Context: an optimization exercise on an open-source flow, tuned for small area. The choices shown serve that exercise and are no tape-out recipe. Only simulation tests tie the RTL to the original design; equivalence was not proved. No driver is modelled on the clock port, so clock power and skew are understated where the tree is cut down; a real chip needs a root buffer or a tree. Power figures rest on the tool's default switching activity, not on a simulated workload.

$ cat design.v
module irdec (
    input  wire        clk,
    input  wire        rst,
    input  wire        ir_in,
    output reg         act_valid,
    output reg  [2:0]  act_op,
    output reg  [15:0] act_duty,
    output reg         note_valid,
    output reg  [3:0]  note_action,
    output reg  [7:0]  note_code,
    output reg         dec_valid,
    output reg         dec_ok,
    output reg  [7:0]  dec_code
);
    localparam [1:0] M_EDGE  = 2'd0;
    localparam [1:0] M_LS    = 2'd1;
    localparam [1:0] M_BLOW  = 2'd2;
    localparam [1:0] M_BHIGH = 2'd3;
    localparam [17:0] GAP_START = 18'd262144 - 18'd1000;
    reg [1:0]  mode;
    reg [17:0] e;
    reg [7:0]  ring;     
    reg [3:0]  sidx;     
    reg [9:0]  idle;
    wire in_gap = (mode == M_EDGE) && e[17] && e[16];
    wire space  = e[17];
    reg target;
    reg tmo;
    always @(*) begin
        case (mode)
            M_EDGE:  begin target = 1'b0; tmo = !in_gap && &{e[17], e[14], e[11], e[8:4], e[0]}; end  
            M_LS:    begin
                target = !space;
                tmo = space ? &{e[12:11], e[9:8], e[6], e[4:3], e[0]}    
                            : &{e[13], e[11:9], e[7:5], e[0]};            
            end
            M_BLOW:  begin target = 1'b1; tmo = &{e[9:5], e[3], e[0]}; end  
            default: begin target = 1'b0; tmo = &{e[11], e[8:6], e[2], e[0]}; end  
        endcase
    end
    wire seen = !in_gap && !tmo && (ir_in == target);
    wire [11:0] eb   = e[11:0];
    wire [4:0] bit_idx = e[17:13];
    wire sum_ok      = e[12];
    wire bit_val     = (eb > 12'd1200);
    wire bit_short   = (eb < 12'd200);
    wire lead_bad    = (e[13:0] < 14'd8000) || (e[13:0] > 14'd10000);
    wire space_bad   = (e[12:0] < 13'd3500) || (e[12:0] > 13'd5000);
    wire last_bit    = (bit_idx == 5'd31);
    wire mism        = bit_idx[3] && (bit_val == ring[0]);
    wire [7:0] cmd   = {ring[0], ring[7:1]};
    reg attempt_end;
    reg attempt_ok;
    always @(*) begin
        attempt_end = tmo;
        attempt_ok  = 1'b0;
        if (seen) begin
            case (mode)
                M_LS:    attempt_end = space ? space_bad : lead_bad;
                M_BHIGH: begin
                    attempt_end = bit_short || last_bit;
                    attempt_ok  = !bit_short && last_bit && sum_ok && !mism;
                end
                default: ;
            endcase
        end
    end
    wire force_stop = attempt_end && !attempt_ok && (idle[9] && idle[8] && idle[5]);  
    wire c_fwd = (cmd == 8'h18);
    wire c_lft = (cmd == 8'h08);
    wire c_stp = (cmd == 8'h1C);
    wire c_rgt = (cmd == 8'h5A);
    wire c_bwd = (cmd == 8'h52);
    wire c_rst = (cmd == 8'h09);
    wire c_inc = (cmd == 8'h15);
    wire c_dec = (cmd == 8'h07);
    wire [15:0] speed =
        ({16{(sidx == 4'd0)}} & 16'd3) |
        ({16{(sidx == 4'd1)}} & 16'd6556) |
        ({16{(sidx == 4'd2)}} & 16'd13109) |
        ({16{(sidx == 4'd3)}} & 16'd19662) |
        ({16{(sidx == 4'd4)}} & 16'd26215) |
        ({16{(sidx == 4'd5)}} & 16'd32768) |
        ({16{(sidx == 4'd6)}} & 16'd39321) |
        ({16{(sidx == 4'd7)}} & 16'd45874) |
        ({16{(sidx == 4'd8)}} & 16'd52427) |
        ({16{(sidx == 4'd9)}} & 16'd58980) |
        ({16{(sidx[3] && sidx[1])}} & 16'd65533);
    always @(*) begin
        act_valid   = 1'b0;
        act_op      = 3'd0;
        act_duty    = 16'd0;
        note_valid  = 1'b0;
        note_action = 4'd0;
        note_code   = 8'd0;
        dec_valid   = 1'b0;
        dec_ok      = 1'b0;
        dec_code    = 8'd0;
        if (!rst && attempt_end) begin
            dec_valid = 1'b1;
            if (attempt_ok) begin
                dec_ok     = 1'b1;
                dec_code   = cmd;
                note_valid = 1'b1;
                note_code  = cmd;
                if (c_fwd)      begin note_action = 4'd0; act_valid = 1'b1; act_op = 3'd1; act_duty = speed;      end
                else if (c_lft) begin note_action = 4'd1; act_valid = 1'b1; act_op = 3'd3; act_duty = 16'd13107; end
                else if (c_stp) begin note_action = 4'd2; act_valid = 1'b1; act_op = 3'd0;                       end
                else if (c_rgt) begin note_action = 4'd3; act_valid = 1'b1; act_op = 3'd4; act_duty = 16'd13107; end
                else if (c_bwd) begin note_action = 4'd4; act_valid = 1'b1; act_op = 3'd2; act_duty = speed;      end
                else if (c_rst) note_action = 4'd5;
                else if (c_inc) note_action = 4'd6;
                else if (c_dec) note_action = 4'd7;
                else            note_action = 4'd8;
            end else if (force_stop) begin
                act_valid = 1'b1;
            end
        end
    end
    always @(posedge clk) begin
        if (rst) begin
            mode <= M_EDGE;
            e    <= 18'd0;
            sidx <= 4'd5;
            idle <= 10'd0;
        end else if (attempt_end) begin
            mode <= M_EDGE;
            if (attempt_ok) begin
                e    <= 18'd0;
                idle <= 10'd0;
                if (c_rst) sidx <= 4'd5;
                else if (c_inc && sidx != 4'd10) sidx <= sidx + 4'd1;
                else if (c_dec && sidx != 4'd0)  sidx <= sidx - 4'd1;
            end else if (force_stop) begin
                e    <= 18'd0;
                idle <= 10'd0;
            end else begin
                e    <= GAP_START;
                idle <= idle + 10'd1;
            end
        end else if (seen) begin
            case (mode)
                M_EDGE:  begin mode <= M_LS; e <= 18'd1; end
                M_LS:    begin
                    if (space) begin
                        mode <= M_BLOW;
                        e    <= {5'd0, 1'b1, 12'd1};
                    end else begin
                        e    <= {1'b1, 17'd1};
                    end
                end
                M_BLOW:  begin mode <= M_BHIGH; e <= {e[17:12], 12'd1}; end
                default: begin
                    mode <= M_BLOW;
                    e    <= {bit_idx + 5'd1, sum_ok && !mism, 12'd1};
                    ring <= {bit_val ^ bit_idx[3], ring[7:1]};
                end
            endcase
        end else begin
            e <= e + 18'd1;
        end
    end
endmodule
$ cat run.sh
#!/bin/bash
# synth_recipe.tcl (not shown) runs the flow's synth.tcl, then flattens the netlist and writes it again
# the make line also repeats each setting of config.mk as NAME=value (left out here)
make -C /OpenROAD-flow-scripts/flow DESIGN_CONFIG=/design/flow/config.mk WORK_HOME=/design/flow/orfs CLKGATE_MAP_FILE= SYNTH_SCRIPT=/design/flow/synth_recipe.tcl finish
$ cat config.mk
export PLATFORM = sky130hd
export DESIGN_NAME = irdec
export DESIGN_NICKNAME = irdec
export VERILOG_FILES = /design/flow/design.v
export SDC_FILE = /design/flow/constraint.sdc
export NUM_CORES = 4
export LEC_CHECK = 0
export CAP_MARGIN = 20
export CORE_MARGIN = 2
export CORE_UTILIZATION = 40
export SLEW_MARGIN = 20
$ cat constraint.sdc
create_clock -name core_clock -period 15.0 [get_ports {clk}]
set_input_delay 3.0000 -clock core_clock [delete_from_list [all_inputs] [get_ports {clk}]]
set_output_delay 3.0000 -clock core_clock [all_outputs]
set_load 0.01 [all_outputs]
==> results.json, run 1 <==
{
  "status": "timing/DRC/antenna clean",
  "peakVddDrop_uv": 49.7,
  "antenna_found_initial": 0,
  "max_slew_margin_pct": 46.2,
  "grt_max_degree": 36,
  "root_buffer": "clkbuf_8",
  "setup_viol": 0,
  "die-area_mm2": 0.00912,
  "avgSynthCellArea_um2": 7.77,
  "synth_edf_count": 8,
  "overflow": 0,
  "crit_type": "input pin to output port",
  "n_fill_cell": 838,
  "met2_length_um": 3680,
  "powerDensity_mw_per_mm2": 85.7,
  "crit_path_max_fanout": 21,
  "startpoint_type": "input pin",
  "yosys_most_used_dff": "dfxtp_1",
  "p_leak_nw": 1.29,
  "tightest_slew_ps": 796,
  "areaGrowthSynthToFinish_pct": 12.4,
  "timing.max_cap.violations": 0,
  "yosys_warnings": 2,
  "path_clk_slew_ps": 90,
  "wl_met3_um": 421,
  "finalNetCount": 459,
  "synth_cell_type_count": 62,
  "crit_arrival_ps": 6110,
  "worstPathRequired_ps": 12000,
  "worstHoldPathType": "register to register",
  "clockBufferDepth": 2,
  "finalSetupTns_ps": 0,
  "top_layer": "met4",
  "wl_per_cell_um": 14.9,
  "dp_hpwl_um": 5930,
  "final.min_clock_period_ps": 9110,
  "ys_seq_elements": 42,
  "period_share_pct": 60.7,
  "clkLatencyLatePin_ps": 290,
  "slew_violations": 0,
  "routed_wl_um": 8130,
  "die_h_um": 95.5,
  "drt_iter0_drc": 176,
  "synth-seq-area-share_pct": 27.5,
  "initial_core_util_pct": 41.0,
  "post-route-util_pct": 46.0,
  "htree_levels": 2,
  "grt_first_pass_wirelength_um": 13300,
  "via_per_inst": 5.67,
  "place_congestion": 0.918,
  "drive_above_1_share_pct": 4.98,
  "dr.pass1.iters": 5,
  "fin_skew_ps": 11.3,
  "synth.net_count": 449,
  "cts.sinks": 42,
  "fp.dieW_um": 95.5,
  "cts_tree": "yes",
  "fin_ws_ps": 5890,
  "cts_made_buffers": 5,
  "fmax_ghz": 0.110,
  "rows": 33,
  "drc": 0,
  "vias": 3102,
  "synthArstFlopShare_pct": 0,
  "hold_viol_final": 0,
  "regArea_um2": 921,
  "worstSetupEndpointType": "output port",
  "port_buffers": 45,
  "ios": 46,
  "ant_nets": 0,
  "grt_usage_pct": 18.2,
  "multi_input_area_mm2": 0.00210,
  "antenna_cells": 0,
  "grt_pass1_vias": 2792,
  "wl_met1_um": 3950,
  "post-cts-setup-buffers": 0,
  "dp_slack_ps": 5870,
  "hold_buffers": 0,
  "syn_inst": 431,
  "synth_area_mm2": 0.00335,
  "rsz0062_at_grt": "false",
  "core_mm2": 0.00818,
  "cts_resized": 0
}
-- critical path: stages --
cell	delay, ps
clkdlybuf4s50_1	420
nand2b_1	150
mux2_2	340
or2_2	340
o211ai_1	90
buf_4	240
or3b_4	480
inv_1	250
and3_1	240
clkdlybuf4s50_1	540
-- cells by family (layout without fill, tap and decap cells) --
family / Yosys count / after routing / synth area share, %
AO/OA/AOI/OAI: 99 / 99 / 20.3
XOR/XNOR: 19 / 19 / 4.97
adder cells (fa/ha/maj): 15 / 15 / 5.61
buffers and inverters: 62 / 73 / 9.90
flip-flops: 42 / 42 / 27.5
multiplexers: 5 / 5 / 1.57
AND/OR/NAND/NOR: 189 / 189 / 30.1
-- area by class of cell --
cell class	count	share of cell area (%)
flip-flops and latches	42	24.5
repair buffers	47	12.4
multi-input cells	327	55.7
clock buffers	6	1.93
clock inverters	2	0.233
inverters	18	1.80
well taps	105	3.49
-- routing by layer --
metal	up-vias	track usage, %
li1	1556	-
met1	1454	24.5
met2	85	30.0
met3	7	3.24
met4	0	5.00
met5	-	0
-- synth_stat cells (5+ instances only) --
cell type | count | area, um2
nor2b_1 | 11 | 68.8
buf_2 | 7 | 35.0
or3_1 | 8 | 50.1
nor4_1 | 5 | 31.3
nor3_1 | 14 | 70.1
nand2b_1 | 5 | 31.3
nand2_1 | 30 | 113
nand3b_1 | 5 | 37.5
ha_1 | 15 | 188
nand3_1 | 17 | 85.1
or2_2 | 6 | 37.5
dfxtp_1 | 34 | 681
nor2_1 | 44 | 165
buf_4 | 20 | 150
a32o_1 | 7 | 70.1
xor2_1 | 6 | 52.6
and2_1 | 13 | 81.3
and3_1 | 10 | 62.6
inv_1 | 18 | 67.6
edfxtp_1 | 8 | 240
clkbuf_1 | 15 | 56.3
o21ai_0 | 25 | 125
a21oi_1 | 22 | 110
xnor2_1 | 13 | 114
-- cell usage in the layout (no fill, tap or decap), types with 4 or more instances in the layout --
cell | Yosys | final
xor2_1 | 6 | 6
ha_1 | 15 | 15
nand3_1 | 17 | 17
a21oi_1 | 22 | 22
o21ai_0 | 25 | 25
o22ai_1 | 4 | 4
a211oi_1 | 4 | 4
dfxtp_1 | 34 | 34
nor2_1 | 44 | 44
nand2b_1 | 5 | 5
and3_1 | 10 | 10
a311oi_1 | 4 | 4
and2_1 | 13 | 13
or3_1 | 8 | 8
inv_1 | 18 | 18
clkbuf_8 | 0 | 5
a211o_1 | 4 | 4
a2111oi_0 | 4 | 4
nand4b_1 | 4 | 4
nand2_1 | 30 | 30
nand3b_1 | 5 | 5
clkdlybuf4s50_1 | 0 | 45
nor2b_1 | 11 | 11
a32o_1 | 7 | 7
xnor2_1 | 13 | 13
nor4_1 | 5 | 5
or2_2 | 6 | 6
edfxtp_1 | 8 | 8
a31oi_1 | 4 | 4
nor3_1 | 14 | 14
-- state kept, by name, indices dropped and copies added (netlist names) --
signal  cells
e          18
idle       10
ring        8
sidx        4
mode        2
-- final timing paths --
check                           cells after the start       startpoint           endpoint  slack, ps
worst max-delay path                               10            ir_in        act_duty[3]       5890
worst min-delay path                                1  e[0]$_SDFF_PP0_    e[0]$_SDFF_PP0_        530
worst max register to register                     10  e[0]$_SDFF_PP0_  ring[7]$_DFFE_PP_      11630
worst min register to register                      1  e[0]$_SDFF_PP0_    e[0]$_SDFF_PP0_        530
-- power by group --
part           switching [W]  internal, W
combinational      0.0000573    0.0000425
sequential         0.0000244     0.000128
clock              0.0000385    0.0000321
-- per-stage QoR --
step / hold WS, ps / cell area [um2] / std cells / power, W
floorplan: 467 / 3350 / 431 / 0.000229
global placement: 509 / 3680 / 539 / 0.000253
detailed placement: 514 / 3680 / 539 / 0.000253
CTS: 536 / 3760 / 547 / 0.000324
finish: 535 / 3760 / 547 / 0.000322
global route: 565 / 3760 / 547 / 0.000346
==> run 2, diff against run 1 <==
==> flow/run.sh (new file) <==
#!/bin/bash
# Own layout flow: the standard synthesis, a re-mapping of its
# combinational logic for area (registers untouched), then the standard
# ORFS steps with small port buffers and a single-level clock tree.
set -euo pipefail
W=$PWD
R=$W/orfs/results/$FLOW_PLATFORM/irdec/base
LIB=$FLOW_HOME/platforms/$FLOW_PLATFORM/lib/sky130_fd_sc_hd__tt_025C_1v80.lib
YOSYS=$(command -v yosys || echo $FLOW_HOME/../tools/install/yosys/bin/yosys)

# 1. standard synthesis
bash standard.sh "$R/1_2_yosys.v" > $W/log_1_std_synth.log 2>&1
cp "$R/1_2_yosys.v" $W/std_synth.v

# 2. re-map the combinational logic, keeping every register instance
bash flow/reopt.sh $W/std_synth.v $W/reopt.v "$LIB" "$YOSYS" > $W/log_2_reopt.log 2>&1
cp $W/reopt.v "$R/1_2_yosys.v"
touch "$R/1_2_yosys.v"

# 3. the rest of the standard flow
bash standard.sh \
  "BUFFER_PORTS_ARGS=-buffer_cell sky130_fd_sc_hd__buf_1" \
  "CTS_ARGS=$(cat flow/cts_args.txt)" \
  finish > $W/log_3_std_finish.log 2>&1
test -f $W/out/final.def
==> flow/abc_scripts.txt (new file) <==
strash; &get -n; &fraig -x; &put; dc2; strash; &get -n; &dch -f; &nf -R 1000; &put; topo
strash; &get -n; &deepsyn -T 30; &put; &get -n; &dch -f; &nf -R 1000; &put; topo
strash; &get -n; &deepsyn -T 60 -S 7; &put; dch -f; amap; topo
==> flow/cts_args.txt (new file) <==
-sink_clustering_enable -repair_clock_nets -dont_use_dummy_load -buf_list sky130_fd_sc_hd__clkbuf_8
==> flow/reopt.sh (new file) <==
#!/bin/bash
# usage: reopt.sh in.v out.v lib yosys
# Re-maps the combinational cells of a mapped netlist with several ABC
# scripts and keeps the smallest result. Register instances are kept as they
# are (names and cell types).
set -euo pipefail
IN=$1; OUT=$2; LIB=$3; YOSYS=$4
D=$(dirname $OUT)/reopt_work; rm -rf $D; mkdir -p $D
DU="-dont_use *lpflow* -dont_use *probe*"
i=0
while IFS= read -r scr; do
  [[ -z "$scr" || "$scr" == \#* ]] && continue
  i=$((i+1))
  printf '%s\n' "$scr" | tr ';' '\n' > $D/s$i.abc
  cat > $D/r$i.ys <<EOY
read_liberty -ignore_miss_func $LIB
read_verilog -sv $IN
hierarchy -top $FLOW_TOP
setattr -mod -set keep_hierarchy 1 t:*df* %m
EOY
  # keep every sequential cell type as a submodule
  for c in $(grep -oE 'sky130_fd_sc_hd__[a-z]*df[a-z0-9_]*' $IN | sort -u); do
    echo "setattr -mod -set keep_hierarchy 1 $c" >> $D/r$i.ys
  done
  cat >> $D/r$i.ys <<EOY
flatten
opt -purge
abc -script $D/s$i.abc -liberty $LIB $DU
opt_clean -purge
setundef -zero
splitnets
opt_clean -purge
hilomap -singleton -hicell sky130_fd_sc_hd__conb_1 HI -locell sky130_fd_sc_hd__conb_1 LO
insbuf -buf sky130_fd_sc_hd__buf_4 A X
select -assert-none $FLOW_TOP/t:\$*
select $FLOW_TOP
tee -o $D/stat$i.txt stat -liberty $LIB
write_verilog -noattr -noexpr -nohex -nodec -selected $D/out$i.v
EOY
  if timeout 600 $YOSYS -q $D/r$i.ys > $D/y$i.log 2>&1; then
    a=$(grep 'Chip area' $D/stat$i.txt | awk '{print $NF}')
    echo "script $i area $a: $scr"
    echo "$a $i" >> $D/areas.txt
  else
    echo "script $i failed: $scr"
  fi
done < $(dirname $0)/abc_scripts.txt
best=$(sort -g $D/areas.txt | head -1 | awk '{print $2}')
echo "best: script $best"
cp $D/out$best.v $OUT
==> standard.sh (new file) <==
#!/bin/bash
# synth_recipe.tcl (not shown) runs the flow's synth.tcl, then flattens the netlist and writes it again
# the make line also repeats each setting of config.mk as NAME=value (left out here)
make -C /OpenROAD-flow-scripts/flow DESIGN_CONFIG=/design/flow/config.mk WORK_HOME=/design/flow/orfs CLKGATE_MAP_FILE= SYNTH_SCRIPT=/design/flow/synth_recipe.tcl "${@:-finish}"
removed: run.sh
==> results.json, run 2 <==
{
  "status": "timing/DRC/antenna clean",
  "worstPathRequired_ps": 12000,
  "finalSetupTns_ps": 0,
  "cp-startpoint": "ir_in",
  "routed_wl_um": 5600,
  "drt_iter0_drc": 142,
  "htree_levels": 2,
  "dpl.cell_count": 438,
  "fp.dieW_um": 81.5,
  "worstHoldPathType": "register to register",
  "finalNetCount": 373,
  "largest_reg_flops": 18,
  "n_fill_cell": 625,
  "hp-start": "idle[0]$_SDFFE_PP0P_",
  "crit_type": "input pin to output port",
  "post-cts-setup-buffers": 0,
  "ios": 46,
  "clockBufferDepth": 2,
  "regMostFlops": "e",
  "yosys_warnings": 2,
  "stdcell_count": 443,
  "hold_viol_final": 0,
  "ant_nets": 0,
  "grt_max_degree": 15,
  "initial_core_util_pct": 41.0,
  "grt_usage_pct": 18.3,
  "via_per_inst": 5.31,
  "areaGrowthSynthToFinish_pct": 8.50,
  "overflow": 0,
  "rows": 28,
  "hold_buffers": 0,
  "layout_common_cells": "nor2_1, buf_1, clkinv_1",
  "antenna_cells": 0,
  "period_share_pct": 61.1,
  "clkLatencyLatePin_ps": 290,
  "hold_slack_ps": 460,
  "r2r_start": "mode[0]$_SDFFE_PP0P_",
  "synth_area_mm2": 0.00240,
  "p_leak_nw": 0.828,
  "root_buffer": "clkbuf_8",
  "fin_skew_ps": 11.9,
  "avgSynthCellArea_um2": 7.16,
  "core_mm2": 0.00585,
  "max_slew_margin_pct": 53.1,
  "place_congestion": 0.918,
  "antenna_found_initial": 0,
  "cts.sinks": 42,
  "reg_top3": "e x18, idle x10, ring x8",
  "drive_above_1_share_pct": 1.36,
  "drc": 0,
  "setup_viol": 0,
  "die_h_um": 81.5,
  "worstSetupEndpointType": "output port",
  "wl_per_cell_um": 12.6,
  "tightest_slew_ps": 702,
  "fin_ws_ps": 5830,
  "die-area_mm2": 0.00663,
  "cts_resized": 0,
  "syn_inst": 335,
  "slew_violations": 0,
  "crit_path_max_fanout": 14,
  "crit_arrival_ps": 6170,
  "dp_slack_ps": 5880,
  "vias": 2352,
  "peakVddDrop_uv": 59.6,
  "path_clk_slew_ps": 70,
  "final.min_clock_period_ps": 9170,
  "dr.pass1.iters": 4,
  "startpoint_type": "input pin",
  "grt_pass1_vias": 2047,
  "cts_tree": "yes",
  "layout_commonest_cell": "nor2_1",
  "port_buffers": 45,
  "timing.max_cap.violations": 0,
  "fmax_ghz": 0.109,
  "synth.net_count": 338,
  "grt_first_pass_wirelength_um": 9410,
  "rsz0062_at_grt": "false",
  "dp_hpwl_um": 4390,
  "powerDensity_mw_per_mm2": 99.6,
  "cts_made_buffers": 5
}
[run 2: cell types whose count changed in the layout (fill, tap and decap cells not counted), sizes merged, moves of 6 or more]
cell / delta
nor3: +10
and2: -10
clkinv: +37
nor2b: -10
a32o: -6
a21oi: -12
clkdlybuf4s50: -45
ha: -15
buf: +43
xor2: -6
or2: -6
inv: -18
xnor2: -13
nor2: +34
[run 2: worst paths after layout]
kind | end | slack [ps] | cells after the start
worst max register to register | idle[8]$_SDFFE_PP0P_ | 11610 | 14
worst max-delay path | act_duty[7] | 5830 | 15
worst min-delay path | idle[0]$_SDFFE_PP0P_ | 460 | 2
worst min register to register | idle[0]$_SDFFE_PP0P_ | 460 | 2
[run 2: cell type report]
cell class / count / area, um2 / share of cell area [%]
timing repair buffer: 45 / 169 / 6.49
tap: 75 / 93.8 / 3.60
inverter: 39 / 146 / 5.62
multi-input combinational: 237 / 1200 / 46.3
clock buffer: 5 / 68.8 / 2.64
sequential: 42 / 921 / 35.4
[run 2: stage by stage]
step / utilization (%) / area [um2] / power, W
finish: 44.5 / 2600 / 0.000259
global route: 44.5 / 2600 / 0.000278
floorplan: - / 2400 / 0.000182
global placement: 43.3 / 2530 / 0.000198
CTS: 44.5 / 2600 / 0.000262
detailed placement: 43.3 / 2530 / 0.000197
[run 2: routing by layer]
metal  GRT usage, %  vias to the layer above  share of wire [%]
met4           7.12                        0                2.3
met2           28.2                       74                 43
met5              0                        -                  0
met1           25.1                     1033                 49
met3           3.96                       11                6.0
li1               -                     1234                  -
[run 2: where the power goes]
part	total, W	leakage (nW)	internal (W)	switching, W
registers	0.000142	0.349	0.000127	0.0000156
clock network	0.0000644	0.0359	0.0000300	0.0000344
logic	0.0000526	0.443	0.0000181	0.0000345
total	0.000259	0.828	0.000175	0.0000845
[run 2: worst max-delay path, cell delays in order]
cell and delay [ps]:
buf_1 190, clkinv_1 160, nor3_1 200, o41ai_1 100, a211oi_1 280, nor3_1 130, nor2_1 200, clkinv_1 130
nor2_1 200, clkinv_1 330, nor2_1 280, clkinv_1 230, a211oi_1 360, a32o_1 220, buf_1 160
==> run 3, diff against run 2 <==
==> flow/run.sh (replaced) <==
#!/bin/bash
# Own layout flow: the standard ORFS flow (standard.sh) with
#  - the standard flow's synthesis, but ABC maps the logic for area (flow/abc.script)
#    and adders are left to ABC instead of half/full-adder cells; registers,
#    their names and cell types are those of the standard synthesis;
#  - the smallest buffer on every port;
#  - a clock tree without dummy loads and without its root buffer (the
#    clock port drives the leaf buffers), leaves downsized where the
#    registers' clock slew stays low (flow/post_cts.tcl).
set -euo pipefail
W=$PWD
bash standard.sh \
  "SYNTH_SCRIPT=$W/flow/synth.tcl" \
  "AREA_ABC_SCRIPT=$W/flow/abc.script" \
  "ADDER_MAP_FILE=" \
  "BUFFER_PORTS_ARGS=-buffer_cell sky130_fd_sc_hd__buf_1" \
  "CTS_ARGS=-sink_clustering_enable -repair_clock_nets -dont_use_dummy_load -buf_list sky130_fd_sc_hd__clkbuf_8" \
  "POST_CTS_TCL=$W/flow/post_cts.tcl" \
  "CLOCK_TREE_MODE=root" \
  "CLOCK_LEAF_CELL=sky130_fd_sc_hd__clkbuf_4" \
  "CLOCK_LEAF_MAX_SLEW=0.100" \
  finish > $W/log_orfs.log 2>&1
test -f $W/out/final.def
==> flow/abc.script (new file) <==
strash
&get -n
&deepsyn -T 60
&put
&get -n
&dch -f
&nf -R 1000
&put
topo
==> flow/post_cts.tcl (new file) <==
set block [ord::get_db_block]
set mode $::env(CLOCK_TREE_MODE)
set root [$block findInst clkbuf_0_clk]
if { $root != "NULL" } {
  set root_in [[$root findITerm A] getNet]
  set root_net [[$root findITerm X] getNet]
  set leaves {}
  foreach it [$root_net getITerms] {
    set inst [$it getInst]
    if { $inst == $root } { continue }
    if { [string match "*clkbuf*" [[$inst getMaster] getName]] && [[$it getMTerm] getName] == "A" } {
      lappend leaves $inst
    }
  }
  if { $mode == "root" && [llength $leaves] <= 4 && [llength [$root_net getITerms]] == [expr {[llength $leaves] + 1}] } {
    foreach leaf $leaves {
      [$leaf findITerm A] disconnect
      [$leaf findITerm A] connect $root_in
    }
    [$root findITerm A] disconnect
    [$root findITerm X] disconnect
    odb::dbInst_destroy $root
    odb::dbNet_destroy $root_net
    puts "removed the clock root buffer; the clock port drives [llength $leaves] leaf buffers"
    if { [info exists ::env(CLOCK_LEAF_CELL)] } {
      # smaller leaf buffers where the registers' clock slew stays low
      set limit $::env(CLOCK_LEAF_MAX_SLEW)
      foreach leaf $leaves {
        set name [$leaf getName]
        set old_cell [[$leaf getMaster] getName]
        replace_cell [get_cells $name] $::env(CLOCK_LEAF_CELL)
        estimate_parasitics -placement
        set worst 0
        foreach it [[[$leaf findITerm X] getNet] getITerms] {
          if { [$it getInst] == $leaf } { continue }
          set pin [get_pins "[[$it getInst] getName]/[[$it getMTerm] getName]"]
          set s [get_property $pin slew_max]
          if { $s > $worst } { set worst $s }
        }
        if { $worst > $limit } {
          replace_cell [get_cells $name] $old_cell
          puts "leaf $name stays $old_cell (slew $worst with $::env(CLOCK_LEAF_CELL))"
        } else {
          puts "leaf $name now $::env(CLOCK_LEAF_CELL) (slew $worst)"
        }
      }
    }
  } elseif { $mode == "single" } {
    foreach leaf $leaves {
      set out_net [[$leaf findITerm X] getNet]
      foreach it [$out_net getITerms] {
        if { [$it getInst] == $leaf } { continue }
        $it disconnect
        $it connect $root_net
      }
      [$leaf findITerm A] disconnect
      [$leaf findITerm X] disconnect
      odb::dbInst_destroy $leaf
      odb::dbNet_destroy $out_net
    }
    puts "collapsed [llength $leaves] clock leaf buffers into the root buffer"
    if { [info exists ::env(CLOCK_ROOT_CELL)] } {
      replace_cell [get_cells clkbuf_0_clk] $::env(CLOCK_ROOT_CELL)
    }
  }
}
detailed_placement
estimate_parasitics -placement
report_clock_skew
==> flow/synth.tcl (new file) <==
# The standard flow's synthesis script (synth_recipe.tcl) with ABC's mapping script
# replaced by an area-oriented one (flow/abc.script). Registers, their names
# and cell types are as in the standard synthesis.
proc synth {args} { yosys synth -nofsm -noshare {*}$args }
proc abc {args} {
  set i [lsearch -exact $args -script]
  if { $i >= 0 } {
    set args [lreplace $args [expr {$i + 1}] [expr {$i + 1}] $::env(AREA_ABC_SCRIPT)]
  }
  yosys abc {*}$args
}
source $::env(SCRIPTS_DIR)/synth.tcl
# left out here: clear keep_hierarchy, flatten, clean up, hide names made inside functions, write 1_2_yosys.v
removed: flow/abc_scripts.txt
removed: flow/cts_args.txt
removed: flow/reopt.sh
==> results.json, run 3 <==
{
  "finalSetupTns_ps": 0,
  "period_share_pct": 64.9,
  "grt_max_degree": 15,
  "slew_violations": 0,
  "synth-seq-area-share_pct": 37.6,
  "areaGrowthSynthToFinish_pct": 8.27,
  "tightest_slew_ps": 824,
  "ys_top_cells_by_count": "dfxtp_1, nor2_1, nand2_1",
  "grt_usage_pct": 16.3,
  "rrSetupSlack_ps": 11140,
  "fp.dieW_um": 82.3,
  "reg_top3": "e x18, idle x10, ring x8",
  "worstPathRequired_ps": 12000,
  "synth.net_count": 305,
  "syn_inst": 302,
  "worstSetupEndpointType": "output port",
  "drc": 0,
  "setup_viol": 0,
  "crit_family": "compound AO/OA/AOI/OAI gates",
  "grt_first_pass_wirelength_um": 8660,
  "p_leak_nw": 0.873,
  "yosysTopAreaCell": "dfxtp_1",
  "crit_arrival_ps": 6740,
  "wl_per_cell_um": 13.4,
  "largest_reg_flops": 18,
  "layout_common_cells": "buf_1, dfxtp_1, nor2_1",
  "rows": 28,
  "placed_area_mm2": 0.00259,
  "initial_core_util_pct": 41.4,
  "finalNetCount": 339,
  "port_buffers": 45,
  "drive_above_1_share_pct": 1.50,
  "powerDensity_mw_per_mm2": 81.0,
  "path_buf_inv": 3,
  "via_per_inst": 5.57,
  "peakVddDrop_uv": 48.5,
  "synth_top_area_share_pct": 27.8,
  "final.min_clock_period_ps": 9740,
  "antenna_found_initial": 0,
  "synth_cell_type_count": 43,
  "place_congestion": 0.841,
  "worstHoldPathType": "register to register",
  "fin_skew_ps": 24.1,
  "dr.pass1.iters": 4,
  "die-area_mm2": 0.00677,
  "layout_commonest_cell": "buf_1",
  "synth_area_mm2": 0.00245,
  "die_h_um": 82.3,
  "vias": 2277,
  "ant_nets": 0,
  "synthTopCellsByArea": "dfxtp_1, edfxtp_1, buf_4",
  "core_mm2": 0.00592,
  "ys_seq_elements": 42,
  "hold_viol_final": 0,
  "startpoint_type": "input pin",
  "cp_slowest_cell": "a2111oi_4",
  "synth_edf_count": 8,
  "path_clk_slew_ps": 90,
  "crit_path_cell_trace": "buf_1 -> nand2b_1 -> nor3b_1 -> a31oi_1 -> a21boi_0 -> nand2b_1 -> a2111oi_4 -> and2_0 -> clkinv_1 -> or3_1 -> a21boi_0 -> a211oi_1 -> a22o_1 -> buf_1",
  "crit_path_max_fanout": 13,
  "yosys_warnings": 2,
  "clkLatencyLatePin_ps": 150,
  "fmax_ghz": 0.103,
  "crit_type": "input pin to output port",
  "yosys_most_used_dff": "dfxtp_1",
  "timing.max_cap.violations": 0,
  "avgSynthCellArea_um2": 8.12,
  "antenna_cells": 0,
  "cts.sinks": 42,
  "rsz0062_at_grt": "false",
  "ios": 46,
  "hold_slack_ps": 477,
  "routed_wl_um": 5490,
  "synthArstFlopShare_pct": 0,
  "drt_iter0_drc": 101,
  "stdcell_area_mm2": 0.00266,
  "max_slew_margin_pct": 45.0,
  "regMostFlops": "e",
  "status": "timing/DRC/antenna clean",
  "cpPeakStageDelay_ps": 690,
  "dp_hpwl_um": 4040,
  "overflow": 0,
  "grt_pass1_vias": 1796,
  "synth_most_common_cell": "dfxtp_1"
}
## run 3: area by class of cell
class                      count  area, um2
fill                         601       3270
multi-input combinational    233       1390
sequential                    42        921
timing repair buffer          45        169
tap                           75       93.8
clock buffer                   4       48.8
inverter                      10       37.5
## run 3: cells by family (layout without fill, tap and decap cells)
| group | count (synthesis) | after routing | share of synthesized area [%] |
|---|---|---|---|
| DFF | 42 | 42 | 37.6 |
| AOI/OAI and AO/OA | 82 | 82 | 21.3 |
| muxes | 1 | 1 | 0.408 |
| xor gates and xnor gates | 17 | 17 | 6.07 |
| and+or+nand+nor | 133 | 133 | 28.0 |
| buffers and inverters | 27 | 59 | 6.73 |
## run 3: final timing paths
check                       start                   end  cells past startpoint
max                         ir_in           act_duty[6]                     14
min          idle[4]$_SDFFE_PP0P_  idle[4]$_SDFFE_PP0P_                      2
max reg2reg       e[0]$_SDFF_PP0_     ring[0]$_DFFE_PP_                     10
min reg2reg  idle[4]$_SDFFE_PP0P_  idle[4]$_SDFFE_PP0P_                      2
## run 3: per-layer routing
metal  GRT usage, %  share of wire (%)  vias to the layer above
met1           23.1                 49                     1028
met2           26.0                 44                       84
met4           2.50               0.49                        0
li1               -                  -                     1162
met3           3.48                6.5                        3
met5              0                  0                        -
## run 3: worst register-to-register path, cell delays in order (launching register included)
cell	delay [ps]
dfxtp_1	370
or3_1	410
a2111oi_0	470
o211ai_1	140
nand3_1	110
nand2_1	60
o221ai_1	270
o21a_1	260
nor2b_1	700
nand2_1	150
nor2_1	550
## run 3: per-stage QoR
stage | worst slack (ps) | utilization (%) | total power [W] | std cells
floorplan | 4750 | - | 0.000157 | 302
finish | 5260 | 44.8 | 0.000215 | 409
global placement | 5130 | 43.8 | 0.000167 | 405
global route | 4750 | 44.8 | 0.000228 | 409
detailed placement | 4960 | 43.8 | 0.000167 | 405
## run 3: where the power goes
part	switching (W)	internal, W
Combinational	0.0000191	0.0000139
Clock	0.0000283	0.0000215
Sequential	0.0000113	0.000121
Total	0.0000587	0.000156
==> run 4, diff against run 3 <==
--- a/design.v
+++ b/design.v
@@ -21,7 +21,7 @@
     reg [17:0] e;
     reg [7:0]  ring;     
     reg [3:0]  sidx;     
-    reg [9:0]  idle;
+    reg [9:0]  idle;     
     wire in_gap = (mode == M_EDGE) && e[17] && e[16];
     wire space  = e[17];
     reg target;
@@ -65,7 +65,9 @@
             endcase
         end
     end
-    wire force_stop = attempt_end && !attempt_ok && (idle[9] && idle[8] && idle[5]);  
+    wire idle_full  = (!idle[8] && !idle[6] && idle[5] && idle[4] && !idle[3] && !idle[2] && idle[1] && idle[0]);
+    wire [9:0] idle_inc = {idle[8:0], ~(idle[9] ^ idle[6])};
+    wire force_stop = attempt_end && !attempt_ok && idle_full;
     wire c_fwd = (cmd == 8'h18);
     wire c_lft = (cmd == 8'h08);
     wire c_stp = (cmd == 8'h1C);
@@ -136,7 +138,7 @@
                 idle <= 10'd0;
             end else begin
                 e    <= GAP_START;
-                idle <= idle + 10'd1;
+                idle <= idle_inc;
             end
         end else if (seen) begin
             case (mode)
--- a/flow/run.sh
+++ b/flow/run.sh
@@ -1,6 +1,6 @@
 #!/bin/bash
 # Own layout flow: the standard ORFS flow (standard.sh) with
-#  - the standard flow's synthesis, but ABC maps the logic for area (flow/abc.script)
+#  - the standard flow's synthesis, but ABC maps the logic for area (flow/abc_*.script, the smallest result kept)
 #    and adders are left to ABC instead of half/full-adder cells; registers,
 #    their names and cell types are those of the standard synthesis;
 #  - the smallest buffer on every port;
@@ -11,7 +11,7 @@
 W=$PWD
 bash standard.sh \
   "SYNTH_SCRIPT=$W/flow/synth.tcl" \
-  "AREA_ABC_SCRIPT=$W/flow/abc.script" \
+  "AREA_ABC_DIR=$W/flow" \
   "ADDER_MAP_FILE=" \
   "BUFFER_PORTS_ARGS=-buffer_cell sky130_fd_sc_hd__buf_1" \
   "CTS_ARGS=-sink_clustering_enable -repair_clock_nets -dont_use_dummy_load -buf_list sky130_fd_sc_hd__clkbuf_8" \
==> flow/abc_1.script (new file) <==
strash
&get -n
&deepsyn -T 25 -S 1
&put
&get -n
&dch -f
&nf -R 1000
&put
topo
==> flow/abc_2.script (new file) <==
strash
&get -n
&deepsyn -T 25 -S 2
&put
&get -n
&dch -f
&nf -R 1000
&put
topo
==> flow/abc_3.script (new file) <==
strash
&get -n
&deepsyn -T 25 -S 3
&put
&get -n
&dch -f
&nf -R 1000
&put
topo
==> flow/abc_4.script (new file) <==
strash
&get -n
&deepsyn -T 25 -S 4
&put
&get -n
&dch -f
&nf -R 1000
&put
topo
==> flow/abc_5.script (new file) <==
strash
&get -n
&deepsyn -T 25 -S 5
&put
dch -f
amap
topo
==> flow/synth.tcl (replaced) <==
# The standard flow's synthesis script (synth_recipe.tcl), except that ABC maps the logic
# for area: each script in flow/abc_*.script is tried and the smallest
# mapping is kept. Registers, their names and cell types are those of the
# standard synthesis (ABC only maps the combinational logic).
proc synth {args} { yosys synth -nofsm -noshare {*}$args }
proc abc {args} {
  set i [lsearch -exact $args -script]
  set li [lsearch -exact $args -liberty]
  set lib [lindex $args [expr {$li + 1}]]
  set scripts [lsort [glob $::env(AREA_ABC_DIR)/abc_*.script]]
  yosys design -save pre_abc
  set best_area 1e30
  set best_k -1
  set k 0
  foreach s $scripts {
    yosys design -load pre_abc
    set a [lreplace $args [expr {$i + 1}] [expr {$i + 1}] $s]
    yosys abc {*}$a
    set st [tee -q -s result.string stat -liberty $lib]
    regexp {Chip area for module '[^']*': ([0-9.]+)} $st -> area
    puts "area-oriented ABC: $s gives $area um2"
    if { $area < $best_area } {
      set best_area $area
      set best_k $k
      yosys design -save best_abc
    }
    incr k
  }
  puts "area-oriented ABC: keeping [lindex $scripts $best_k] ($best_area um2)"
  yosys design -load best_abc
}
source $::env(SCRIPTS_DIR)/synth.tcl
# left out here: clear keep_hierarchy, flatten, clean up, hide names made inside functions, write 1_2_yosys.v
removed: flow/abc.script
==> results.json, run 4 <==
{
  "overflow": 0,
  "worstHoldPathType": "register to register",
  "crit_type": "input pin to output port",
  "ys_top_cells_by_count": "nor2_1, dfxtp_1, nand2_1",
  "crit_arrival_ps": 6550,
  "areaGrowthSynthToFinish_pct": 8.53,
  "yosysTopAreaCell": "dfxtp_1",
  "place_congestion": 0.870,
  "drc": 0,
  "hold_viol_final": 0,
  "path_clk_slew_ps": 80,
  "slew_violations": 0,
  "timing.max_cap.violations": 0,
  "rsz0062_at_grt": "false",
  "antenna_found_initial": 0,
  "die-area_mm2": 0.00654,
  "yosys_most_used_dff": "dfxtp_1",
  "fin_skew_ps": 8.37,
  "grt-busiest-layer": "met2",
  "synth_area_mm2": 0.00236,
  "synth_edf_count": 8,
  "dr.pass1.iters": 4,
  "synth_most_common_cell": "nor2_1",
  "cts.sinks": 42,
  "port_buffers": 45,
  "post-route-util_pct": 45.7,
  "reg_top3": "e x18, idle x10, ring x8",
  "synth_cell_type_count": 44,
  "worstPathRequired_ps": 12000,
  "p_leak_nw": 0.842,
  "wl_per_cell_um": 13.2,
  "layout_commonest_cell": "buf_1",
  "initial_core_util_pct": 42.1,
  "crit_path_max_fanout": 13,
  "synth_top_area_share_pct": 28.8,
  "crit_path_cell_trace": "buf_1 -> clkinv_1 -> a31oi_1 -> a21oi_1 -> o21ai_0 -> nand2_1 -> nor3_1 -> o21ai_0 -> nor2_1 -> nand2_1 -> clkinv_1 -> a21boi_0 -> nor2_1 -> nor2_1 -> nor2_1 -> a21oi_1 -> o21ai_0 -> o2111ai_1 -> buf_1",
  "hold_slack_ps": 480,
  "fmax_ghz": 0.105,
  "finalNetCount": 327,
  "ant_nets": 0,
  "status": "timing/DRC/antenna clean",
  "cp_slowest_cell": "nor2_1",
  "rows": 27,
  "vias": 2174,
  "grt_use_met1_pct": 21.9,
  "finalSetupTns_ps": 0,
  "dp_hpwl_um": 3870,
  "die_h_um": 80.9,
  "final.min_clock_period_ps": 9550,
  "startpoint_type": "input pin",
  "cp_common_cell": "nor2_1",
  "ys_seq_elements": 42,
  "ios": 46,
  "peakVddDrop_uv": 73.2,
  "grt_usage_pct": 16.7,
  "avgSynthCellArea_um2": 8.20,
  "synth.net_count": 291,
  "max_slew_margin_pct": 34.7,
  "largest_reg_flops": 18,
  "cpPeakStageDelay_ps": 540,
  "fp.dieW_um": 80.9,
  "grt_first_pass_wirelength_um": 8840,
  "period_share_pct": 63.7,
  "setup_viol": 0,
  "clkLatencyLatePin_ps": 140,
  "stdcell_area_mm2": 0.00256,
  "placed_area_mm2": 0.00251,
  "antenna_cells": 0,
  "synthArstFlopShare_pct": 0,
  "routed_wl_um": 5200,
  "tightest_slew_ps": 966,
  "synth-seq-area-share_pct": 39.0,
  "use_met3_pct": 3.11,
  "syn_inst": 288,
  "synthTopCellsByArea": "dfxtp_1, edfxtp_1, nor2_1",
  "grt_pass1_vias": 1971,
  "worstSetupEndpointType": "output port",
  "core_mm2": 0.00561,
  "drive_above_1_share_pct": 1.86,
  "yosys_warnings": 2,
  "layout_common_cells": "buf_1, nor2_1, dfxtp_1",
  "drt_iter0_drc": 109,
  "powerDensity_mw_per_mm2": 89.1,
  "use_met2_pct": 28.3,
  "regMostFlops": "e",
  "via_per_inst": 5.52,
  "grt_max_degree": 19
}
## run 4: cell count changes after synthesis, sizes merged, moves of 4 or more
cell / delta
a21oi: -8
a22o: +10
and2: +4
and3: -12
nand4: +4
nor2: +8
nor2b: +4
o211ai: +4
## run 4: path summary, 6_finish.rpt
check | from | cells after the start | slack (ps) | endpoint
hold reg to reg | idle[7]$_SDFFE_PP0P_ | 1 | 480 | idle[8]$_SDFFE_PP0P_
hold / removal | idle[7]$_SDFFE_PP0P_ | 1 | 480 | idle[8]$_SDFFE_PP0P_
setup reg to reg | e[17]$_SDFFE_PP0P_ | 18 | 11260 | sidx[2]$_SDFFE_PP1P_
setup / recovery | ir_in | 19 | 5450 | act_duty[5]
## run 4: routing by layer
metal,vias to the layer above,routed length (um),share of wire [%]
met3,5,290,5.6
met5,-,0,0
met4,0,57,1.1
met1,1003,2440,47
met2,61,2420,46
li1,1105,-,-
## run 4: kinds of logic (layout without fill, tap and decap cells)
kind of cell	after synthesis	in the layout	share of synthesized area, %
DFF	42	42	39.0
buffers and inverters	24	58	6.51
and+or+nand+nor	128	128	26.4
muxes	1	1	0.477
xor gates and xnor gates	14	14	5.19
AOI/OAI and AO/OA	79	79	22.5
## run 4: stage by stage
stage | std cells | worst slack (ps) | power, W
3_3_place_gp | 390 | 5640 | 0.000178
3_5_place_dp | 390 | 5430 | 0.000178
6_report | 394 | 5450 | 0.000228
2_1_floorplan | 288 | 5740 | 0.000166
5_1_grt | 394 | 4840 | 0.000242
## run 4: critical path: cells and delay by family
family | cells | cell delay (ps)
buffers and inverters | 4 | 600
and+or+nand+nor | 7 | 1460
AOI/OAI and AO/OA | 8 | 1480
## run 4: power breakdown
part	internal, W	switching [W]	leakage, nW
Combinational	0.0000165	0.0000208	0.465
Sequential	0.000124	0.0000144	0.348
Clock	0.0000243	0.0000280	0.0288
## run 4: final cells by class
cell class | instances | area [um2]
fillers | 563 | 3040
clock buffers | 4 | 55.1
inverters | 7 | 26.3
flip-flops and latches | 42 | 921
well taps | 72 | 90.1
multi-input cells | 222 | 1290
repair buffers | 47 | 184
==> run 5, diff against run 4 <==
--- a/design.v
+++ b/design.v
@@ -31,21 +31,21 @@
             M_EDGE:  begin target = 1'b0; tmo = !in_gap && &{e[17], e[14], e[11], e[8:4], e[0]}; end  
             M_LS:    begin
                 target = !space;
-                tmo = space ? &{e[12:11], e[9:8], e[6], e[4:3], e[0]}    
-                            : &{e[13], e[11:9], e[7:5], e[0]};            
+                tmo = space ? &{e[12:11], e[9:8], e[6], e[4:3]}    
+                            : &{e[13], e[11:9], e[7:5]};            
             end
-            M_BLOW:  begin target = 1'b1; tmo = &{e[9:5], e[3], e[0]}; end  
-            default: begin target = 1'b0; tmo = &{e[11], e[8:6], e[2], e[0]}; end  
+            M_BLOW:  begin target = 1'b1; tmo = &{e[9:5], e[3]}; end  
+            default: begin target = 1'b0; tmo = &{e[11], e[8:6], e[2]}; end  
         endcase
     end
     wire seen = !in_gap && !tmo && (ir_in == target);
     wire [11:0] eb   = e[11:0];
     wire [4:0] bit_idx = e[17:13];
     wire sum_ok      = e[12];
-    wire bit_val     = (eb > 12'd1200);
-    wire bit_short   = (eb < 12'd200);
-    wire lead_bad    = (e[13:0] < 14'd8000) || (e[13:0] > 14'd10000);
-    wire space_bad   = (e[12:0] < 13'd3500) || (e[12:0] > 13'd5000);
+    wire bit_val     = (eb > 12'd1199);    
+    wire bit_short   = (eb < 12'd199);     
+    wire lead_bad    = (e[13:0] < 14'd7999) || (e[13:0] > 14'd9999);
+    wire space_bad   = (e[12:0] < 13'd3499) || (e[12:0] > 13'd4999);
     wire last_bit    = (bit_idx == 5'd31);
     wire mism        = bit_idx[3] && (bit_val == ring[0]);
     wire [7:0] cmd   = {ring[0], ring[7:1]};
@@ -142,19 +142,19 @@
             end
         end else if (seen) begin
             case (mode)
-                M_EDGE:  begin mode <= M_LS; e <= 18'd1; end
+                M_EDGE:  begin mode <= M_LS; e <= 18'd0; end
                 M_LS:    begin
                     if (space) begin
                         mode <= M_BLOW;
-                        e    <= {5'd0, 1'b1, 12'd1};
+                        e    <= {5'd0, 1'b1, 12'd0};
                     end else begin
-                        e    <= {1'b1, 17'd1};
+                        e    <= {1'b1, 17'd0};
                     end
                 end
-                M_BLOW:  begin mode <= M_BHIGH; e <= {e[17:12], 12'd1}; end
+                M_BLOW:  begin mode <= M_BHIGH; e <= {e[17:12], 12'd0}; end
                 default: begin
                     mode <= M_BLOW;
-                    e    <= {bit_idx + 5'd1, sum_ok && !mism, 12'd1};
+                    e    <= {bit_idx + 5'd1, sum_ok && !mism, 12'd0};
                     ring <= {bit_val ^ bit_idx[3], ring[7:1]};
                 end
             endcase
==> flow/abc_6.script (new file) <==
strash
&get -n
&deepsyn -T 60 -S 7
&put
&get -n
&dch -f
&nf -R 1000
&put
topo
==> flow/abc_7.script (new file) <==
strash
dc2
&get -n
&dch -f
&nf -R 1000
&put
topo
==> flow/abc_8.script (new file) <==
strash
&get -n
&deepsyn -T 25 -S 11
&put
dc2
dch -f
amap
topo
==> results.json, run 5 <==
{
  "period_share_pct": 61.0,
  "vias": 2164,
  "drive_above_1_share_pct": 1.56,
  "crit_path_cell_trace": "buf_1 -> nand2_1 -> a311oi_1 -> nor4_1 -> nor2_1 -> clkinv_1 -> nor2_1 -> nand2_1 -> or4_1 -> nand2_1 -> nor2_1 -> o32ai_1 -> buf_1",
  "antenna_cells": 0,
  "path_clk_slew_ps": 80,
  "setup_viol": 0,
  "clkLatencyLatePin_ps": 150,
  "die_h_um": 80.7,
  "worstSetupEndpointType": "output port",
  "initial_core_util_pct": 41.9,
  "max_slew_margin_pct": 47.2,
  "layout_common_cells": "buf_1, nand2_1, dfxtp_1",
  "synthArstFlopShare_pct": 0,
  "reg_top3": "e x18, idle x10, ring x8",
  "slew_violations": 0,
  "port_buffers": 45,
  "tightest_slew_ps": 789,
  "grt_first_pass_wirelength_um": 8760,
  "synth_cell_type_count": 43,
  "yosys_most_used_dff": "dfxtp_1",
  "yosysTopAreaCell": "dfxtp_1",
  "cts.sinks": 42,
  "synthTopCellsByArea": "dfxtp_1, edfxtp_1, nand2_1",
  "cp_slowest_cell": "nor2_1",
  "yosys_warnings": 2,
  "crit_path_max_fanout": 14,
  "grt_usage_pct": 16.8,
  "syn_inst": 288,
  "crit_family": "simple AND/OR/NAND/NOR gates",
  "die-area_mm2": 0.00651,
  "grt_max_degree": 17,
  "synth-seq-area-share_pct": 39.2,
  "rows": 27,
  "placed_area_mm2": 0.00248,
  "fin_skew_ps": 21.9,
  "overflow": 0,
  "dp_hpwl_um": 3800,
  "worstPathRequired_ps": 12000,
  "ant_nets": 0,
  "peakVddDrop_uv": 75.2,
  "dr.pass1.iters": 5,
  "wl_per_cell_um": 13.1,
  "stdcell_area_mm2": 0.00254,
  "final.min_clock_period_ps": 9150,
  "synth_edf_count": 8,
  "drc": 0,
  "hold_viol_final": 0,
  "routed_wl_um": 5140,
  "regMostFlops": "e",
  "cpPeakStageDelay_ps": 630,
  "synth_most_common_cell": "nand2_1",
  "core_mm2": 0.00561,
  "finalSetupTns_ps": 0,
  "startpoint_type": "input pin",
  "finalNetCount": 326,
  "ys_top_cells_by_count": "nand2_1, dfxtp_1, nor2_1",
  "path_buf_inv": 3,
  "ios": 46,
  "crit_type": "input pin to output port",
  "via_per_inst": 5.51,
  "p_leak_nw": 0.836,
  "areaGrowthSynthToFinish_pct": 7.98,
  "fmax_ghz": 0.109,
  "timing.max_cap.violations": 0,
  "fp.dieW_um": 80.7,
  "largest_reg_flops": 18,
  "avgSynthCellArea_um2": 8.16,
  "synth_top_area_share_pct": 29.0,
  "worstHoldPathType": "register to register",
  "layout_commonest_cell": "buf_1",
  "powerDensity_mw_per_mm2": 101,
  "drt_iter0_drc": 70,
  "place_congestion": 0.859,
  "rsz0062_at_grt": "false",
  "crit_arrival_ps": 6150,
  "synth.net_count": 291,
  "synth_area_mm2": 0.00235,
  "status": "timing/DRC/antenna clean",
  "antenna_found_initial": 0,
  "grt_pass1_vias": 1891,
  "ys_seq_elements": 42
}
## run 5: path summary, 6_finish.rpt
kind | from | end | slack, ps | cells past startpoint
setup / recovery | ir_in | note_action[0] | 5850 | 13
hold / removal | idle[7]$_SDFFE_PP0P_ | idle[8]$_SDFFE_PP0P_ | 480 | 1
setup reg to reg | mode[1]$_SDFFE_PP0P_ | sidx[3]$_SDFFE_PP0P_ | 10510 | 16
hold reg to reg | idle[7]$_SDFFE_PP0P_ | idle[8]$_SDFFE_PP0P_ | 480 | 1
## run 5: final cells by class
cell class | count | area, um2
repair buffers | 46 | 176
multi-input cells | 223 | 1280
well taps | 72 | 90.1
fillers | 596 | 3070
clock buffers | 4 | 48.8
flip-flops and latches | 42 | 921
inverters | 6 | 22.5
## run 5: metrics by stage
stage	std cells	util (%)	worst slack [ps]	power [W]	hold slack, ps
2_1_floorplan	288	-	6270	0.000193	440
6_report	393	45.3	5850	0.000258	479
3_3_place_gp	388	44.3	6060	0.000210	456
5_1_grt	393	45.3	5430	0.000275	506
3_5_place_dp	388	44.3	5920	0.000211	461
## run 5: report_power, final
part           internal, W  switching (W)  leakage (nW)  total [W]
Sequential        0.000129      0.0000207         0.348   0.000150
Clock            0.0000214      0.0000269        0.0262  0.0000484
Combinational    0.0000257      0.0000337         0.461  0.0000594
Total             0.000176      0.0000813         0.836   0.000258
## run 5: routing by layer
metal  track usage [%]  share of wire, %
met2              28.5                46
met1              22.2                46
met3              2.81               5.8
met4              3.73               1.3
met5                 0                 0
## run 5: logic make-up (layout without fill, tap and decap cells)
| group | after synthesis | in the layout | share of synthesized area, % |
|---|---|---|---|
| AO/OA/AOI/OAI | 67 | 67 | 18.4 |
| XOR/XNOR | 13 | 13 | 4.84 |
| buffers and inverters | 23 | 56 | 6.39 |
| flip-flops | 42 | 42 | 39.2 |
| multiplexers | 3 | 3 | 1.28 |
| AND/OR/NAND/NOR | 140 | 140 | 30.0 |
==> run 6, diff against run 5 <==
--- a/design.v
+++ b/design.v
@@ -76,18 +76,33 @@
     wire c_rst = (cmd == 8'h09);
     wire c_inc = (cmd == 8'h15);
     wire c_dec = (cmd == 8'h07);
-    wire [15:0] speed =
-        ({16{(sidx == 4'd0)}} & 16'd3) |
-        ({16{(sidx == 4'd1)}} & 16'd6556) |
-        ({16{(sidx == 4'd2)}} & 16'd13109) |
-        ({16{(sidx == 4'd3)}} & 16'd19662) |
-        ({16{(sidx == 4'd4)}} & 16'd26215) |
-        ({16{(sidx == 4'd5)}} & 16'd32768) |
-        ({16{(sidx == 4'd6)}} & 16'd39321) |
-        ({16{(sidx == 4'd7)}} & 16'd45874) |
-        ({16{(sidx == 4'd8)}} & 16'd52427) |
-        ({16{(sidx == 4'd9)}} & 16'd58980) |
-        ({16{(sidx[3] && sidx[1])}} & 16'd65533);
+    wire spd0 = ((!sidx[0]));
+    wire spd1 = ((!sidx[1] && !sidx[0]) || (sidx[1] && sidx[0]));
+    wire spd2 = ((!sidx[2] && sidx[0]) || (!sidx[2] && sidx[1]) || (sidx[2] && !sidx[1] && !sidx[0]));
+    wire spd3 = ((sidx[2] && sidx[1] && !sidx[0]) || (sidx[3] && !sidx[0]) || (!sidx[3] && !sidx[2] && sidx[0]));
+    wire spd4 = ((sidx[1] && !sidx[0]) || (sidx[2] && sidx[1]) || (!sidx[3] && !sidx[2] && !sidx[1] && sidx[0]));
+    wire spd5 = ((!sidx[2] && sidx[1] && !sidx[0]) || (sidx[2] && !sidx[1] && !sidx[0]) || (sidx[2] && sidx[1] && sidx[0]) || (sidx[3] && sidx[0]));
+    wire spd6 = ((!sidx[2] && sidx[1] && sidx[0]) || (sidx[2] && !sidx[1] && !sidx[0]) || (sidx[3]));
+    wire spd7 = ((sidx[2] && sidx[1] && !sidx[0]) || (sidx[3] && !sidx[0]) || (!sidx[3] && !sidx[2] && sidx[0]));
+    wire spd8 = ((sidx[1] && !sidx[0]) || (sidx[2] && sidx[1]) || (!sidx[3] && !sidx[2] && !sidx[1] && sidx[0]));
+    wire spd9 = ((!sidx[2] && sidx[1] && !sidx[0]) || (sidx[2] && !sidx[1] && !sidx[0]) || (sidx[2] && sidx[1] && sidx[0]) || (sidx[3] && sidx[0]));
+    wire spd10 = ((!sidx[2] && sidx[1] && sidx[0]) || (sidx[2] && !sidx[1] && !sidx[0]) || (sidx[3]));
+    wire spd11 = ((sidx[2] && sidx[1] && !sidx[0]) || (sidx[3] && !sidx[0]) || (!sidx[3] && !sidx[2] && sidx[0]));
+    wire spd12 = ((sidx[1] && !sidx[0]) || (sidx[2] && sidx[1]) || (!sidx[3] && !sidx[2] && !sidx[1] && sidx[0]));
+    wire spd13 = ((!sidx[2] && sidx[1] && !sidx[0]) || (sidx[2] && !sidx[1] && !sidx[0]) || (sidx[2] && sidx[1] && sidx[0]) || (sidx[3] && sidx[0]));
+    wire spd14 = ((!sidx[2] && sidx[1] && sidx[0]) || (sidx[2] && !sidx[1] && !sidx[0]) || (sidx[3]));
+    wire spd15 = !((sidx[2] && !sidx[1] && !sidx[0]) || (!sidx[3] && !sidx[2]));
+    wire [15:0] speed = {spd15, spd14, spd13, spd12, spd11, spd10, spd9, spd8, spd7, spd6, spd5, spd4, spd3, spd2, spd1, spd0};
+    wire sidx_up0 = !((sidx[0]) || (sidx[3] && sidx[1]));
+    wire sidx_up1 = ((!sidx[1] && sidx[0]) || (sidx[1] && !sidx[0]));
+    wire sidx_up2 = ((sidx[2] && !sidx[0]) || (sidx[2] && !sidx[1]) || (!sidx[2] && sidx[1] && sidx[0]));
+    wire sidx_up3 = ((sidx[2] && sidx[1] && sidx[0]) || (sidx[3]));
+    wire [3:0] sidx_up = {sidx_up3, sidx_up2, sidx_up1, sidx_up0};
+    wire sidx_dn0 = !((sidx[0]) || (!sidx[3] && !sidx[2] && !sidx[1]));
+    wire sidx_dn1 = !((!sidx[1] && sidx[0]) || (sidx[1] && !sidx[0]) || (!sidx[3] && !sidx[2] && !sidx[0]));
+    wire sidx_dn2 = ((sidx[2] && sidx[0]) || (sidx[2] && sidx[1]) || (sidx[3] && !sidx[1] && !sidx[0]));
+    wire sidx_dn3 = !((!sidx[1] && !sidx[0]) || (!sidx[3]));
+    wire [3:0] sidx_dn = {sidx_dn3, sidx_dn2, sidx_dn1, sidx_dn0};
     always @(*) begin
         act_valid   = 1'b0;
         act_op      = 3'd0;
@@ -131,8 +146,8 @@
                 e    <= 18'd0;
                 idle <= 10'd0;
                 if (c_rst) sidx <= 4'd5;
-                else if (c_inc && sidx != 4'd10) sidx <= sidx + 4'd1;
-                else if (c_dec && sidx != 4'd0)  sidx <= sidx - 4'd1;
+                else if (c_inc) sidx <= sidx_up;
+                else if (c_dec) sidx <= sidx_dn;
             end else if (force_stop) begin
                 e    <= 18'd0;
                 idle <= 10'd0;
--- a/flow/run.sh
+++ b/flow/run.sh
@@ -18,6 +18,6 @@
   "POST_CTS_TCL=$W/flow/post_cts.tcl" \
   "CLOCK_TREE_MODE=root" \
   "CLOCK_LEAF_CELL=sky130_fd_sc_hd__clkbuf_4" \
-  "CLOCK_LEAF_MAX_SLEW=0.100" \
+  "CLOCK_LEAF_MAX_SLEW=0.115" \
   finish > $W/log_orfs.log 2>&1
 test -f $W/out/final.def
--- a/flow/post_cts.tcl
+++ b/flow/post_cts.tcl
@@ -64,6 +64,16 @@
     }
   }
 }
+set extra {}
+foreach inst [get_cells -quiet {place* rebuffer* split*}] {
+  if { [string match "sky130_fd_sc_hd__buf_*" [get_property $inst ref_name]] } {
+    lappend extra $inst
+  }
+}
+if { [llength $extra] > 0 } {
+  puts "removing [llength $extra] placement buffers"
+  remove_buffers $extra
+}
 detailed_placement
 estimate_parasitics -placement
 report_clock_skew
==> results.json, run 6 <==
{
  "use_met2_pct": 27.8,
  "status": "timing/DRC/antenna clean",
  "synth.net_count": 320,
  "die_h_um": 80.3,
  "layout_commonest_cell": "nor2_1",
  "fin_ws_ps": 5620,
  "reg_top3": "e x18, idle x10, ring x8",
  "hp-start": "idle[7]$_SDFFE_PP0P_",
  "grt_pass1_vias": 2015,
  "yosysTopAreaCell": "dfxtp_1",
  "grt_first_pass_wirelength_um": 8910,
  "die-area_mm2": 0.00645,
  "rrSetupSlack_ps": 11470,
  "path_clk_slew_ps": 70,
  "fin_skew_ps": 32.0,
  "drive_above_1_share_pct": 1.43,
  "synth_edf_count": 8,
  "synth_area_mm2": 0.00233,
  "grt_use_met1_pct": 22.5,
  "synth_cell_type_count": 31,
  "avgSynthCellArea_um2": 7.35,
  "core_mm2": 0.00557,
  "worstHoldPathType": "register to register",
  "finalSetupTns_ps": 0,
  "cell_internal_pwr_w": 0.000159,
  "seqPwrFrac_pct": 58.7,
  "max_slew_margin_pct": 36.3,
  "cp_slowest_cell": "or3_1",
  "p_leak_nw": 0.759,
  "crit_type": "input pin to output port",
  "vias": 2264,
  "worstPathRequired_ps": 12000,
  "yosys_most_used_dff": "dfxtp_1",
  "synth_most_common_cell": "nor2_1",
  "tightest_slew_ps": 955,
  "antenna_found_initial": 0,
  "cpPeakStageDelay_ps": 420,
  "largest_reg_flops": 18,
  "rsz0062_at_grt": "false",
  "syn_inst": 317,
  "period_share_pct": 62.5,
  "overflow": 0,
  "regMostFlops": "e",
  "crit_path_cell_trace": "buf_1 -> clkinv_1 -> o21ai_0 -> nor2_1 -> a21oi_1 -> nor2_1 -> nor2_1 -> nand2_1 -> or3_1 -> nor3_1 -> clkinv_1 -> nor2_1 -> nand3_1 -> nor2_1 -> nor2_1 -> a211oi_1 -> buf_1",
  "powerDensity_mw_per_mm2": 91.6,
  "place_congestion": 0.914,
  "p_clk_share_pct": 20.3,
  "dp_hpwl_um": 4110,
  "synthTopCellsByArea": "dfxtp_1, edfxtp_1, nor2_1",
  "switching_share_pct": 30.9,
  "synthArstFlopShare_pct": 0,
  "ios": 46,
  "hold_viol_final": 0,
  "crit_path_max_fanout": 11,
  "grt-busiest-layer": "met2",
  "via_per_inst": 5.38,
  "setup_viol": 0,
  "use_met3_pct": 3.71,
  "drt_iter0_drc": 85,
  "areaGrowthSynthToFinish_pct": 7.68,
  "synth-seq-area-share_pct": 39.5,
  "grt_usage_pct": 17.1,
  "wl_per_cell_um": 12.7,
  "startpoint_type": "input pin",
  "fp.dieW_um": 80.3,
  "drc": 0,
  "n_fill_cell": 598,
  "clkLatencyLatePin_ps": 160,
  "routed_wl_um": 5370,
  "worstSetupEndpointType": "output port",
  "fmax_ghz": 0.107,
  "grt_max_degree": 18,
  "ant_nets": 0,
  "r2r_start": "mode[1]$_SDFFE_PP0P_",
  "final.min_clock_period_ps": 9380,
  "yosys_warnings": 2,
  "crit_arrival_ps": 6380,
  "p_sw_w": 0.0000709,
  "timing.max_cap.violations": 0,
  "dr.pass1.iters": 4,
  "layout_common_cells": "nor2_1, clkinv_1, buf_1",
  "dp_slack_ps": 5680,
  "port_buffers": 45,
  "cts.sinks": 42,
  "antenna_cells": 0,
  "ys_seq_elements": 42,
  "rows": 27,
  "cp-startpoint": "ir_in",
  "finalNetCount": 354,
  "share_comb_of_total_power_pct": 21.0,
  "slew_violations": 0,
  "ys_top_cells_by_count": "nor2_1, clkinv_1, dfxtp_1",
  "cp_common_cell": "nor2_1",
  "synth_top_area_share_pct": 29.2,
  "initial_core_util_pct": 41.8,
  "peakVddDrop_uv": 54.5
}
run 6: worst paths after layout:
path / depth (start not counted) / to
worst max-delay path: 17 / act_duty[3]
worst min-delay path: 2 / idle[7]$_SDFFE_PP0P_
worst max register to register: 10 / e[3]$_SDFF_PP0_
worst min register to register: 2 / idle[7]$_SDFFE_PP0P_
run 6: kinds of logic (layout without fill, tap and decap cells):
family          Yosys count  in the layout  synth area share, %
buf+inv                  63             95                 12.9
simple gates            129            129                 24.5
compound gates           83             83                 23.1
flops                    42             42                 39.5
run 6: final cells by class:
class	instances	area, um2	area share, %
multi-input cells	212	1110	44.4
flip-flops and latches	42	921	36.7
inverters	46	173	6.88
repair buffers	45	169	6.73
well taps	72	90.1	3.59
clock buffers	4	42.5	1.69
run 6: layer usage:
layer  share of wire, %  up-vias  wire length (um)
met2                 43       90              2330
li1                   -     1179                 -
met1                 49      986              2640
met5                  0        -                 0
met4                1.3        0                71
met3                5.9        9               319
run 6: worst max-delay path, delay by kind of cell:
family	cells	cell delay [ps]
buffers and inverters	4	810
AO/OA/AOI/OAI	3	600
AND/OR/NAND/NOR	10	1960
run 6: power groups by stage:
stage	sequential, W	combinational [W]	clock [W]
final	0.000135	0.0000483	0.0000467
after global routing	0.000137	0.0000542	0.0000537
after detailed placement	0.000137	0.0000478	0
after global placement	0.000137	0.0000480	0
after floorplan	0.000134	0.0000382	0
run 6: stage by stage:
step / instance area, um2 / utilization (%) / hold WS (ps) / power [W] / std cells
after global placement: 2460 / 44.2 / 439 / 0.000185 / 417
final: 2510 / 45.0 / 470 / 0.000230 / 421
after floorplan: 2330 / - / 427 / 0.000172 / 317
after global routing: 2510 / 45.0 / 487 / 0.000245 / 421
after detailed placement: 2460 / 44.2 / 447 / 0.000185 / 417

==> re-timing with driven ports <==
No port has a modelled driver above. Below, the same layouts with a new extraction and two added sets of constraints.
Step 1 sets driving cells, clkbuf_16 on the clock port and buf_2 on the other inputs (assumed; they add their load-dependent delay and slew).
Step 2, shift: input delay + t, output delay - t, t = (earliest + latest rising clock arrival at the registers) / 2. This alone moves slack from input paths to output paths.
Three values: ideal, step 1, step 2; two values: the first two.
run | t, ns | setup slack, ns | worst hold slack (ns) | worst setup path after step 2 | pins driven straight from the clock port
run 1 | 0.318 | 5.895 / 5.874 / 5.874 | 0.535 / 0.535 / 0.535 | input to output | 1
run 2 | 0.313 | 5.831 / 5.799 / 5.799 | 0.460 / 0.460 / 0.460 | input to output | 1
run 3 | 0.189 | 5.262 / 5.232 / 5.232 | 0.477 / 0.477 / 0.477 | input to output | 4
run 4 | 0.185 | 5.452 / 5.429 / 5.429 | 0.480 / 0.480 / 0.480 | input to output | 4
run 5 | 0.186 | 5.852 / 5.832 / 5.832 | 0.479 / 0.479 / 0.479 | input to output | 4
run 6 | 0.199 | 5.623 / 5.598 / 5.598 | 0.470 / 0.470 / 0.470 | input to output | 4
After both steps every run listed still meets setup and hold. The setup slack of run 2, which loses most, moves by -0.032 ns with the drivers and by -0.032 ns with both steps.
